Context: an optimization exercise on an open-source flow, tuned for small area, a short achievable clock period and few clock cycles. The choices shown serve that exercise and are no tape-out recipe. Where RTL was checked, it was by simulation tests only, not by an equivalence proof against the original. Power is estimated from default activity; no workload was simulated.

==> run D: inputs <==
## blcore
module blcore (
    input  wire        clk,
    input  wire        rst,
    input  wire        req,
    input  wire        we,
    input  wire [10:0] addr,
    input  wire [31:0] wdata,
    output wire        ack,
    output wire        berr,
    output wire [31:0] rdata
);
export LEC_CHECK = 0
export CAP_MARGIN = 20
export CORE_MARGIN = 2
export CORE_UTILIZATION = 55
export SLEW_MARGIN = 20
export SYNTH_HIERARCHICAL = 1
create_clock -name core_clock -period 17.5 [get_ports {clk}]
standard.sh (not shown) runs the stock make flow with config.mk's settings and CLKGATE_MAP_FILE= SYNTH_SCRIPT=/design/flow/synth_recipe.tcl, a recipe that flattens the netlist after the stock synthesis.
==> flow/flow/run.sh <==
#!/bin/bash
# Standard ORFS layout (the standard.sh, unchanged synthesis) with:
# - timing repair (floorplan, CTS, global route) aimed below the clock
#   period: repair_timing works towards setup slack SETUP_SLACK_MARGIN ns
#   at the design's clock;
# - port buffers of a plain buffer cell (buffer_ports -buffer_cell) instead of
#   the default pick, a delay cell; every port is still buffered;
# - clock tree sinks clustered into larger groups and no dummy loads.
# The SDC and every other step are the standard ones. make's output goes to
# flow_make.log; each ORFS step keeps its own log under orfs/logs.
set -euo pipefail
MARGIN=$(cat flow/margin.txt)
CTS=$(cat flow/cts_args.txt)
bash standard.sh "SETUP_SLACK_MARGIN=$MARGIN" "CTS_ARGS=$CTS" \
    "BUFFER_PORTS_ARGS=-buffer_cell sky130_fd_sc_hd__buf_4" finish > flow_make.log 2>&1
==> flow/flow/cts_args.txt <==
-sink_clustering_enable -repair_clock_nets -sink_clustering_size 25 -sink_clustering_max_diameter 70 -dont_use_dummy_load
==> flow/flow/margin.txt <==
10.5
==> run B: changes against run D <==
--- a/flow/design.v
+++ b/flow/design.v
@@ -103,12 +103,15 @@
         begin
             for (k = 0; k < 8; k = k + 1)
                 rev8[k] = x[7 - k];
         end
     endfunction
+    wire ack_i;
     blcore_ack u_ack (.req(req), .rst(rst), .we(we), .addr(addr), .pend(pend),
                       .ph1(ph1), .ph2(ph2), .ack(ack));
+    blcore_ack u_ack_i (.req(req), .rst(rst), .we(we), .addr(addr), .pend(pend),
+                        .ph1(ph1), .ph2(ph2), .ack(ack_i));
     assign berr = berr_q;
     blcore_rdmux u_rdmux (.a4(addr[4]), .a3(addr[3]), .ph2(ph2), .slow(slow_rd),
                           .status({st_sticky, 1'b0, st_err}), .res(res),
                           .sym(sym_rd), .rdata(rdata));
     function mapped_f;
@@ -119,11 +122,11 @@
                         (a == A_OPA) || (a == A_OPB) || (a == A_RES) ||
                         (a == A_SYM) || (a == A_ERRPOS));
         end
     endfunction
     wire mapped   = mapped_f(addr);
-    wire do_write = ack && we && mapped;
+    wire do_write = ack_i && we && mapped;
     wire do_cmd   = do_write && (addr == A_CMD);
     wire [7:0] tsel    = ph1 ? addr_q[9:2] : opa[7:0];
     wire [15:0] tsel_lo, tsel_hi;
     wire [7:0]  tab_rd;
     genvar g, h, b;
@@ -381,11 +384,11 @@
             endcase
         end
     end
     always @(posedge clk) begin
         addr_q <= addr;
-        if (rst || !req || ack) begin
+        if (rst || !req || ack_i) begin
             ph1 <= 1'b0;
             ph2 <= 1'b0;
         end else begin
             ph1 <= !ph1 && !ph2;
             ph2 <= ph1;
==> flow/flow/run.sh (replaced) <==
#!/bin/bash
# Standard ORFS layout (the standard.sh, unchanged synthesis) with:
# - timing repair (floorplan, CTS, global route) aimed below the clock
#   period: repair_timing works towards setup slack SETUP_SLACK_MARGIN ns
#   at the design's clock, and may resize a cell to any cell of the same
#   function (MATCH_CELL_FOOTPRINT=0), not only one of the same footprint;
# - port buffers of a plain buffer cell (buffer_ports -buffer_cell) instead of
#   the default pick, a delay cell; every port is still buffered;
# - clock tree sinks clustered into larger groups and no dummy loads.
# The SDC and every other step are the standard ones. make's output goes to
# flow_make.log; each ORFS step keeps its own log under orfs/logs.
set -euo pipefail
MARGIN=$(cat flow/margin.txt)
CTS=$(cat flow/cts_args.txt)
bash standard.sh "SETUP_SLACK_MARGIN=$MARGIN" "CTS_ARGS=$CTS" MATCH_CELL_FOOTPRINT=0 \
    "BUFFER_PORTS_ARGS=-buffer_cell sky130_fd_sc_hd__buf_4" finish > flow_make.log 2>&1
==> flow/flow/margin.txt (replaced) <==
9.7
--- a/flow/config.mk
+++ b/flow/config.mk
@@ -5,8 +5,9 @@
 export SDC_FILE = /design/flow/constraint.sdc
 export NUM_CORES = 8
 export LEC_CHECK = 0
 export CAP_MARGIN = 20
 export CORE_MARGIN = 2
-export CORE_UTILIZATION = 55
+export CORE_UTILIZATION = 62
+export PLACE_DENSITY = 0.7
 export SLEW_MARGIN = 20
 export SYNTH_HIERARCHICAL = 1
==> results by group <==
Power
  – Clock group total power: 3.25 mW
  – Total power: between 10 and 15 mW

Route
  – Routed WL: between 500000 and 600000 um
  – Via count: 98692
  – Mean routed wirelength per cell: 39.8 um
  – M1 WL: slightly below 200000 um

Logic synthesis
  – Post-synthesis mux area share: 0.00840
  – Top post-synthesis cells by area: edfxtp_1 (50%), xnor2_1 (11%), a22oi_1 (4.1%), ha_1 (2.9%), nand4_1 (2.6%)
  – Netlist Area Pre-Place: 0.124 sq mm

Floorplan
  – Starting Density: 0.552

Layout
  – N_diodes: 55

Run status
  – Status: no timing/DRC/antenna violations

CTS
  – Total setup buffers inserted after CTS: 46
  – Worst-path clk slew: 90 ps

Timing
  – Hold_ws: between 400 and 500 ps

Critical path
  – R2R depth: 14
-- figures above: run D

==> results by group <==
Run status
  – Status: no timing/DRC/antenna violations

Timing
  – Clock Skew: slightly above 80 ps

Route
  – Via count: about 100k
  – Routed WL: 516000 um

Critical path
  – R2R depth: 15

Power
  – Total power: 11.0 mW
  – Clock group total power: 3.15 mW

CTS
  – Total setup buffers inserted after CTS: 13
  – Worst-path clk slew: 50 ps

Logic synthesis
  – Post-synthesis mux area share: 0.00839
  – Netlist Area Pre-Place: 0.124 sq mm

Floorplan
  – Starting Density: 0.622
-- figures above: run B

Testbench counts of run D, summed over its fixed seeds: cycles 56,088.
Testbench counts of run B, summed over its fixed seeds: cycles 56,088.

==> tundra: inputs <==
Another version of the RTL of blcore (not shown whole).
Settings: LEC_CHECK=0, CAP_MARGIN=20, CORE_MARGIN=2, CORE_UTILIZATION=55, SLEW_MARGIN=20, SYNTH_HIERARCHICAL=1; clock period 17.5 ns.
==> flow/flow/run.sh <==
#!/bin/bash
# Standard ORFS layout (the standard.sh, unchanged synthesis) with:
# - timing repair (floorplan, CTS, global route) aimed below the clock
#   period: repair_timing works towards setup slack SETUP_SLACK_MARGIN ns
#   at the design's clock;
# - port buffers of a plain buffer cell (buffer_ports -buffer_cell) instead of
#   the default pick, a delay cell; every port is still buffered;
# - clock tree sinks clustered into larger groups and no dummy loads.
# The SDC and every other step are the standard ones. make's output goes to
# flow_make.log; each ORFS step keeps its own log under orfs/logs.
set -euo pipefail
MARGIN=$(cat flow/margin.txt)
CTS=$(cat flow/cts_args.txt)
bash standard.sh "SETUP_SLACK_MARGIN=$MARGIN" "CTS_ARGS=$CTS" \
    "BUFFER_PORTS_ARGS=-buffer_cell sky130_fd_sc_hd__buf_4" finish > flow_make.log 2>&1
==> flow/flow/margin.txt <==
10.5
Scripts as last shown in full above: flow/flow/cts_args.txt
==> inputs of ember, as changes to tundra <==
--- a/flow/design.v
+++ b/flow/design.v
@@ -37,13 +37,13 @@
     reg [23:0] sym;              
     reg [2:0]  sym_v;            
     reg [2047:0] tab;            
     reg        ph1;              
     reg        ph2;              
     reg [10:0] addr_q;
-    reg [31:0] rdq;
+    reg [7:0]  rdq;              
     reg        berr_q;
     reg        p_rev, p_dec, p_xdec, p_pack, p_unpack, p_enc;
     reg        pend;             
     reg        pw16;             
     reg [18:0] enc_x;            
     function [7:0] alpha;
@@ -102,29 +102,32 @@
         integer k;
         begin
             for (k = 0; k < 8; k = k + 1)
                 rev8[k] = x[7 - k];
         end
     endfunction
+    wire ack_i;
     blcore_ack u_ack (.req(req), .rst(rst), .we(we), .addr(addr), .pend(pend),
                       .ph1(ph1), .ph2(ph2), .ack(ack));
+    blcore_ack u_ack_i (.req(req), .rst(rst), .we(we), .addr(addr), .pend(pend),
+                        .ph1(ph1), .ph2(ph2), .ack(ack_i));
     assign berr = berr_q;
-    blcore_rdmux u_rdmux (.a4(addr[4]), .a3(addr[3]), .ph2(ph2), .rdq(rdq),
+    blcore_rdmux u_rdmux (.a4(addr[4]), .a3(addr[3]), .ph2(ph2), .slow(slow_rd),
                           .status({st_sticky, 1'b0, st_err}), .res(res),
                           .sym(sym_rd), .rdata(rdata));
     function mapped_f;
         input [10:0] a;
         begin
             mapped_f = (a[1:0] == 2'b00) &&
                        (a[10] || (a == A_CFG) || (a == A_STATUS) || (a == A_CMD) ||
                         (a == A_OPA) || (a == A_OPB) || (a == A_RES) ||
                         (a == A_SYM) || (a == A_ERRPOS));
         end
     endfunction
     wire mapped   = mapped_f(addr);
-    wire do_write = ack && we && mapped;
+    wire do_write = ack_i && we && mapped;
     wire do_cmd   = do_write && (addr == A_CMD);
     wire [7:0] tsel    = ph1 ? addr_q[9:2] : opa[7:0];
     wire [15:0] tsel_lo, tsel_hi;
     wire [7:0]  tab_rd;
     genvar g, h, b;
     generate
@@ -201,51 +204,36 @@
         end
     end
     wire cmd_run    = do_cmd && (illegal || !o_nop);
     wire cmd_ok     = do_cmd && !illegal && (c_err == E_NONE);
     wire cmd_clrerr = !illegal && o_clrerr;
     wire [15:0] rev_opa_c = w16 ? rev16(opa[15:0]) : {8'h0, rev8(opa[7:0])};
-    wire [18:0] dec_v16_r0 = {12'd0, i0[6:0]};
-    wire [18:0] dec_v16_r1 = ~({8'd0, i0[6:0], 4'd0});
-    wire [18:0] dec_v16_r2 = ~({6'd0, i0[6:0], 6'd0});
-    wire [18:0] dec_v16_r3 = {2'd0, i0[6:0], 10'd0};
-    wire [18:0] dec_v16_r4 = {i0[6:0], 12'd0};
-    wire [18:0] dec_v16_r5 = ~({12'd0, i1[6:0]});
-    wire [18:0] dec_v16_r6 = {9'd0, i1[6:0], 3'd0};
-    wire [18:0] dec_v16_r7 = {6'd0, i1[6:0], 6'd0};
-    wire [18:0] dec_v16_r8 = {12'd0, i2[6:0]};
-    wire [18:0] dec_v16_k = 19'd3;
-    wire [18:0] dec_v16_s0_0 = dec_v16_r0 ^ dec_v16_r1 ^ dec_v16_r2;
-    wire [18:0] dec_v16_c0_0 = {((dec_v16_r0[17:0] & dec_v16_r1[17:0]) | (dec_v16_r0[17:0] & dec_v16_r2[17:0]) | (dec_v16_r1[17:0] & dec_v16_r2[17:0])), 1'b0};
-    wire [18:0] dec_v16_s0_1 = dec_v16_r3 ^ dec_v16_r4 ^ dec_v16_r5;
-    wire [18:0] dec_v16_c0_1 = {((dec_v16_r3[17:0] & dec_v16_r4[17:0]) | (dec_v16_r3[17:0] & dec_v16_r5[17:0]) | (dec_v16_r4[17:0] & dec_v16_r5[17:0])), 1'b0};
-    wire [18:0] dec_v16_s0_2 = dec_v16_r6 ^ dec_v16_r7 ^ dec_v16_r8;
-    wire [18:0] dec_v16_c0_2 = {((dec_v16_r6[17:0] & dec_v16_r7[17:0]) | (dec_v16_r6[17:0] & dec_v16_r8[17:0]) | (dec_v16_r7[17:0] & dec_v16_r8[17:0])), 1'b0};
-    wire [18:0] dec_v16_s1_0 = dec_v16_s0_0 ^ dec_v16_c0_0 ^ dec_v16_s0_1;
-    wire [18:0] dec_v16_c1_0 = {((dec_v16_s0_0[17:0] & dec_v16_c0_0[17:0]) | (dec_v16_s0_0[17:0] & dec_v16_s0_1[17:0]) | (dec_v16_c0_0[17:0] & dec_v16_s0_1[17:0])), 1'b0};
-    wire [18:0] dec_v16_s1_1 = dec_v16_c0_1 ^ dec_v16_s0_2 ^ dec_v16_c0_2;
-    wire [18:0] dec_v16_c1_1 = {((dec_v16_c0_1[17:0] & dec_v16_s0_2[17:0]) | (dec_v16_c0_1[17:0] & dec_v16_c0_2[17:0]) | (dec_v16_s0_2[17:0] & dec_v16_c0_2[17:0])), 1'b0};
-    wire [18:0] dec_v16_s2_0 = dec_v16_s1_0 ^ dec_v16_c1_0 ^ dec_v16_s1_1;
-    wire [18:0] dec_v16_c2_0 = {((dec_v16_s1_0[17:0] & dec_v16_c1_0[17:0]) | (dec_v16_s1_0[17:0] & dec_v16_s1_1[17:0]) | (dec_v16_c1_0[17:0] & dec_v16_s1_1[17:0])), 1'b0};
-    wire [18:0] dec_v16_s3_0 = dec_v16_s2_0 ^ dec_v16_c2_0 ^ dec_v16_c1_1;
-    wire [18:0] dec_v16_c3_0 = {((dec_v16_s2_0[17:0] & dec_v16_c2_0[17:0]) | (dec_v16_s2_0[17:0] & dec_v16_c1_1[17:0]) | (dec_v16_c2_0[17:0] & dec_v16_c1_1[17:0])), 1'b0};
-    wire [18:0] dec_v16_s4_0 = dec_v16_s3_0 ^ dec_v16_c3_0 ^ dec_v16_k;
-    wire [18:0] dec_v16_c4_0 = {((dec_v16_s3_0[17:0] & dec_v16_c3_0[17:0]) | (dec_v16_s3_0[17:0] & dec_v16_k[17:0]) | (dec_v16_c3_0[17:0] & dec_v16_k[17:0])), 1'b0};
-    wire [18:0] dec_v16 = dec_v16_s4_0 + dec_v16_c4_0;
     wire [12:0] dec_v8_r0 = ~({6'd0, i0[6:0]});
     wire [12:0] dec_v8_r1 = {3'd0, i0[6:0], 3'd0};
     wire [12:0] dec_v8_r2 = {i0[6:0], 6'd0};
     wire [12:0] dec_v8_r3 = {6'd0, i1[6:0]};
     wire [12:0] dec_v8_k = 13'd1;
     wire [12:0] dec_v8_s0_0 = dec_v8_r0 ^ dec_v8_r1 ^ dec_v8_r2;
     wire [12:0] dec_v8_c0_0 = {((dec_v8_r0[11:0] & dec_v8_r1[11:0]) | (dec_v8_r0[11:0] & dec_v8_r2[11:0]) | (dec_v8_r1[11:0] & dec_v8_r2[11:0])), 1'b0};
     wire [12:0] dec_v8_s1_0 = dec_v8_s0_0 ^ dec_v8_c0_0 ^ dec_v8_r3;
     wire [12:0] dec_v8_c1_0 = {((dec_v8_s0_0[11:0] & dec_v8_c0_0[11:0]) | (dec_v8_s0_0[11:0] & dec_v8_r3[11:0]) | (dec_v8_c0_0[11:0] & dec_v8_r3[11:0])), 1'b0};
     wire [12:0] dec_v8_s2_0 = dec_v8_s1_0 ^ dec_v8_c1_0 ^ dec_v8_k;
     wire [12:0] dec_v8_c2_0 = {((dec_v8_s1_0[11:0] & dec_v8_c1_0[11:0]) | (dec_v8_s1_0[11:0] & dec_v8_k[11:0]) | (dec_v8_c1_0[11:0] & dec_v8_k[11:0])), 1'b0};
     wire [12:0] dec_v8 = dec_v8_s2_0 + dec_v8_c2_0;
+    wire [18:0] dec_v16_r0 = ~({6'd0, dec_v8[12:0]});
+    wire [18:0] dec_v16_r1 = {3'd0, dec_v8[12:0], 3'd0};
+    wire [18:0] dec_v16_r2 = {dec_v8[12:0], 6'd0};
+    wire [18:0] dec_v16_r3 = {12'd0, i2[6:0]};
+    wire [18:0] dec_v16_k = 19'd1;
+    wire [18:0] dec_v16_s0_0 = dec_v16_r0 ^ dec_v16_r1 ^ dec_v16_r2;
+    wire [18:0] dec_v16_c0_0 = {((dec_v16_r0[17:0] & dec_v16_r1[17:0]) | (dec_v16_r0[17:0] & dec_v16_r2[17:0]) | (dec_v16_r1[17:0] & dec_v16_r2[17:0])), 1'b0};
+    wire [18:0] dec_v16_s1_0 = dec_v16_s0_0 ^ dec_v16_c0_0 ^ dec_v16_r3;
+    wire [18:0] dec_v16_c1_0 = {((dec_v16_s0_0[17:0] & dec_v16_c0_0[17:0]) | (dec_v16_s0_0[17:0] & dec_v16_r3[17:0]) | (dec_v16_c0_0[17:0] & dec_v16_r3[17:0])), 1'b0};
+    wire [18:0] dec_v16_s2_0 = dec_v16_s1_0 ^ dec_v16_c1_0 ^ dec_v16_k;
+    wire [18:0] dec_v16_c2_0 = {((dec_v16_s1_0[17:0] & dec_v16_c1_0[17:0]) | (dec_v16_s1_0[17:0] & dec_v16_k[17:0]) | (dec_v16_c1_0[17:0] & dec_v16_k[17:0])), 1'b0};
+    wire [18:0] dec_v16 = dec_v16_s2_0 + dec_v16_c2_0;
     wire [18:0] dec_val = pw16 ? dec_v16 : {6'h0, dec_v8};
     wire [15:0] rev_dec = pw16 ? rev16(dec_v16[15:0]) : {8'h0, rev8(dec_v8[7:0])};
     wire [15:0] rev_opa = pw16 ? rev16(opa[15:0]) : {8'h0, rev8(opa[7:0])};
     wire [15:0] pack_word = pw16 ? {{3{cfg_profile}}, opb[5:0], tab_rd[6:0]}
                                  : {8'h00, opb[0], tab_rd[6:0]};
     wire [255:0] hit;
@@ -379,13 +367,13 @@
                           swi1[7] ? {1'b0, swi1[6:0]} : wdata[15:8],
                           swi0[7] ? {1'b0, swi0[6:0]} : wdata[7:0]};
     reg [31:0] slow_rd;
     always @(*) begin
         slow_rd = 32'h0;
         if (addr_q[10])
-            slow_rd = {24'h0, tab_rd};
+            slow_rd = {24'h0, rdq};
         else begin
             case (addr_q)
                 A_CFG:    slow_rd = {16'h0, cfg_fallback, 2'b00, cfg_gate, cfg_profile, cfg_mode};
                 A_STATUS: slow_rd = {26'h0, st_sticky, 1'b0, st_err};
                 A_OPA:    slow_rd = opa;
                 A_OPB:    slow_rd = opb;
@@ -395,21 +383,21 @@
                 default:  slow_rd = 32'h0;
             endcase
         end
     end
     always @(posedge clk) begin
         addr_q <= addr;
-        if (rst || !req || ack) begin
+        if (rst || !req || ack_i) begin
             ph1 <= 1'b0;
             ph2 <= 1'b0;
         end else begin
             ph1 <= !ph1 && !ph2;
             ph2 <= ph1;
         end
         if (ph1) begin
-            rdq    <= slow_rd;
+            rdq    <= tab_rd;
             berr_q <= !mapped_f(addr_q);
         end else begin
             berr_q <= 1'b0;
         end
     end
     wire       tab_wr = do_write && addr[10];
@@ -510,15 +498,15 @@
     assign ack = req && !rst && (ph2 || (fast && !ph1));
 endmodule
 module blcore_rdmux (
     input  wire        a4,
     input  wire        a3,
     input  wire        ph2,
-    input  wire [31:0] rdq,
+    input  wire [31:0] slow,
     input  wire [5:0]  status,
     input  wire [24:0] res,
     input  wire [23:0] sym,
     output wire [31:0] rdata
 );
-    assign rdata = ph2 ? rdq
+    assign rdata = ph2 ? slow
                  : (!a4 ? {26'h0, status} : (!a3 ? {7'h0, res} : {8'h0, sym}));
 endmodule
==> flow/flow/run.sh (replaced) <==
#!/bin/bash
# Standard ORFS layout (the standard.sh, unchanged synthesis) with:
# - timing repair (floorplan, CTS, global route) aimed below the clock
#   period: repair_timing works towards setup slack SETUP_SLACK_MARGIN ns
#   at the design's clock, and may resize a cell to any cell of the same
#   function (MATCH_CELL_FOOTPRINT=0), not only one of the same footprint;
# - port buffers of a plain buffer cell (buffer_ports -buffer_cell) instead of
#   the default pick, a delay cell; every port is still buffered;
# - clock tree sinks clustered into larger groups and no dummy loads.
# The SDC and every other step are the standard ones. make's output goes to
# flow_make.log; each ORFS step keeps its own log under orfs/logs.
set -euo pipefail
MARGIN=$(cat flow/margin.txt)
CTS=$(cat flow/cts_args.txt)
bash standard.sh "SETUP_SLACK_MARGIN=$MARGIN" "CTS_ARGS=$CTS" MATCH_CELL_FOOTPRINT=0 \
    "BUFFER_PORTS_ARGS=-buffer_cell sky130_fd_sc_hd__buf_4" finish > flow_make.log 2>&1
==> flow/flow/margin.txt (replaced) <==
10.0
==> inputs of indigo, as changes to tundra <==
--- a/flow/design.v
+++ b/flow/design.v
@@ -102,18 +102,26 @@
         integer k;
         begin
             for (k = 0; k < 8; k = k + 1)
                 rev8[k] = x[7 - k];
         end
     endfunction
-    blcore_ack u_ack (.req(req), .rst(rst), .we(we), .addr(addr), .pend(pend),
-                      .ph1(ph1), .ph2(ph2), .ack(ack));
+    wire       go      = req && !rst;
+    wire       lo0     = (addr[1:0] == 2'b00);
+    wire [2:0] ar      = addr[4:2];
+    wire       in_regs = lo0 && (addr[10:5] == 6'h00);
+    wire fast_rd = !we && in_regs && (ar == 3'd1 || ar == 3'd5 || ar == 3'd6);
+    wire fast_wr = we && lo0 && (addr[10] ||
+                   (addr[9:5] == 5'h00 && (ar == 3'd0 || ar == 3'd2 || ar == 3'd3 ||
+                                           ar == 3'd4 || ar == 3'd6)));
+    wire fast     = pend ? (fast_rd && !addr[4]) : (fast_rd || fast_wr);
+    assign ack  = go && (ph2 || (fast && !ph1));
     assign berr = berr_q;
-    blcore_rdmux u_rdmux (.a4(addr[4]), .a3(addr[3]), .ph2(ph2), .rdq(rdq),
-                          .status({st_sticky, 1'b0, st_err}), .res(res),
-                          .sym(sym_rd), .rdata(rdata));
+    assign rdata = ph2 ? rdq
+                 : (!addr[4] ? {26'h0, st_sticky, 1'b0, st_err}
+                 : (!addr[3] ? {7'h0, res} : {8'h0, sym_rd}));
     function mapped_f;
         input [10:0] a;
         begin
             mapped_f = (a[1:0] == 2'b00) &&
                        (a[10] || (a == A_CFG) || (a == A_STATUS) || (a == A_CMD) ||
                         (a == A_OPA) || (a == A_OPB) || (a == A_RES) ||
@@ -121,32 +129,13 @@
         end
     endfunction
     wire mapped   = mapped_f(addr);
     wire do_write = ack && we && mapped;
     wire do_cmd   = do_write && (addr == A_CMD);
     wire [7:0] tsel    = ph1 ? addr_q[9:2] : opa[7:0];
-    wire [15:0] tsel_lo, tsel_hi;
-    wire [7:0]  tab_rd;
-    genvar g, h, b;
-    generate
-        for (g = 0; g < 16; g = g + 1) begin : g_tdec
-            assign tsel_lo[g] = (tsel[3:0] == g);
-            assign tsel_hi[g] = (tsel[7:4] == g);
-        end
-        for (b = 0; b < 8; b = b + 1) begin : g_trd
-            wire [15:0] grp;
-            for (h = 0; h < 16; h = h + 1) begin : g_grp
-                wire [15:0] col;
-                for (g = 0; g < 16; g = g + 1) begin : g_col
-                    assign col[g] = tab[8*(16*h+g)+b] & tsel_lo[g];
-                end
-                assign grp[h] = (|col) & tsel_hi[h];
-            end
-            assign tab_rd[b] = |grp;
-        end
-    endgenerate
+    wire [7:0] tab_rd  = tab[8*tsel +: 8];
     wire [7:0] op      = wdata[7:0];
     wire [1:0] wsel    = wdata[9:8];
     wire       rsv_bad = (wdata[31:10] != 22'h0) || (wsel == 2'b11);
     wire       op_ok   = (op[7:3] == 5'h00) || (op == 8'h0F);
     wire       illegal = rsv_bad || !op_ok;
     wire       w16     = (wsel == 2'b10) || ((wsel == 2'b00) && cfg_mode);
@@ -246,12 +235,13 @@
     wire [18:0] dec_val = pw16 ? dec_v16 : {6'h0, dec_v8};
     wire [15:0] rev_dec = pw16 ? rev16(dec_v16[15:0]) : {8'h0, rev8(dec_v8[7:0])};
     wire [15:0] rev_opa = pw16 ? rev16(opa[15:0]) : {8'h0, rev8(opa[7:0])};
     wire [15:0] pack_word = pw16 ? {{3{cfg_profile}}, opb[5:0], tab_rd[6:0]}
                                  : {8'h00, opb[0], tab_rd[6:0]};
     wire [255:0] hit;
+    genvar g;
     generate
         for (g = 0; g < 256; g = g + 1) begin : g_hit
             assign hit[g] = tab[8*g+7] && (tab[8*g +: 7] == opa[6:0]);
         end
     endgenerate
     wire [255:0] pv0 = hit;
@@ -487,38 +477,6 @@
         if (do_cmd) begin
             pw16  <= w16;
             enc_x <= o_xenc ? {3'b000, rev_opa_c} : opa[18:0];
         end
     end
 endmodule
-module blcore_ack (
-    input  wire        req,
-    input  wire        rst,
-    input  wire        we,
-    input  wire [10:0] addr,
-    input  wire        pend,
-    input  wire        ph1,
-    input  wire        ph2,
-    output wire        ack
-);
-    wire       lo0     = (addr[1:0] == 2'b00);
-    wire [2:0] ar      = addr[4:2];
-    wire       hi0     = (addr[9:5] == 5'h00);
-    wire       rd_ok   = (ar == 3'd1) || (!pend && (ar == 3'd5 || ar == 3'd6));
-    wire       fast_rd = !we && lo0 && !addr[10] && hi0 && rd_ok;
-    wire       fast_wr = we && lo0 && !pend && (addr[10] || (hi0 && ar != 3'd7));
-    wire       fast    = fast_rd || fast_wr;
-    assign ack = req && !rst && (ph2 || (fast && !ph1));
-endmodule
-module blcore_rdmux (
-    input  wire        a4,
-    input  wire        a3,
-    input  wire        ph2,
-    input  wire [31:0] rdq,
-    input  wire [5:0]  status,
-    input  wire [24:0] res,
-    input  wire [23:0] sym,
-    output wire [31:0] rdata
-);
-    assign rdata = ph2 ? rdq
-                 : (!a4 ? {26'h0, status} : (!a3 ? {7'h0, res} : {8'h0, sym}));
-endmodule
==> flow/run.sh (new file) <==
#!/bin/bash
# synth_recipe.tcl (not shown) runs the flow's synth.tcl, then flattens the netlist and writes it again
# the make line also repeats each setting of config.mk as NAME=value (left out here)
make -C /OpenROAD-flow-scripts/flow DESIGN_CONFIG=/design/flow/config.mk WORK_HOME=/design/flow/orfs CLKGATE_MAP_FILE= SYNTH_SCRIPT=/design/flow/synth_recipe.tcl finish
==> flow/config.mk (replaced) <==
export PLATFORM = sky130hd
export DESIGN_NAME = blcore
export DESIGN_NICKNAME = blcore
export VERILOG_FILES = /design/flow/design.v
export SDC_FILE = /design/flow/constraint.sdc
export NUM_CORES = 8
export LEC_CHECK = 0
export CAP_MARGIN = 20
export CORE_MARGIN = 2
export CORE_UTILIZATION = 65
export SETUP_SLACK_MARGIN = 5
export SLEW_MARGIN = 20
removed: flow/flow/run.sh
removed: flow/flow/cts_args.txt
removed: flow/flow/margin.txt
removed: flow/standard.sh
==> notes <==
- Between indigo and ember, the lower first-iteration DRC count is in indigo (gap about 12%, measured against ember).
- The highest final cell count belongs to indigo, the lowest to ember.
- Of indigo and ember, indigo has the higher clock power (gap 47%, measured against ember).
- In synthesized area, ember and tundra hardly differ.
- Hold slack, highest first: indigo, tundra, ember.
- Against ember, the setup slack of tundra is lower by 0.15 ns.
- Core utilization: indigo is higher than tundra (10 points).
Testbench counts of ember, summed over its fixed seeds: cycles 56,088.
Testbench counts of indigo, summed over its fixed seeds: cycles 56,088.
For tundra, only the layout was checked, not whether the RTL still works.

-- separate check: timing with driven ports --
Ports are ideal in the flow. The routed layouts listed here were re-timed in OpenROAD. Step 1 (the two cells are an assumption about what drives the block):
set clk [get_ports {clk}]
set_driving_cell -lib_cell sky130_fd_sc_hd__clkbuf_16 $clk
set_driving_cell -lib_cell sky130_fd_sc_hd__buf_2 [delete_from_list [all_inputs] $clk]
Step 2 moves the port delays by t, midway between the first and last clock arrival at a register: inputs arrive t later, outputs are due t later. That takes back most of the time a late clock gives input paths. a / b / c = no drivers / after step 1 / after step 2; a / b = the first two.
run | t, ns | setup slack, ns | hold WS [ns] | worst data-port slew with drivers (ns)
run D | 0.914 | 9.385 / 9.189 / 9.189 | 0.460 / 0.460 / 0.460 | 0.36
run B | 0.934 | 9.492 / 9.271 / 9.271 | 0.463 / 0.463 / 0.463 | 0.23
tundra | 0.938 | 9.382 / 9.043 / 9.043 | 0.472 / 0.472 / 0.472 | 0.53
ember | 0.938 | 9.534 / 9.364 / 9.157 | 0.469 / 0.469 / 0.469 | 0.20
indigo | 0.993 | 7.528 / 7.506 / 7.506 | 0.476 / 0.476 / 0.476 | 0.21
After both steps every run listed still meets setup and hold. For ember, which loses most, drivers alone change the setup slack by -0.170 ns; drivers and shift together by -0.377 ns.
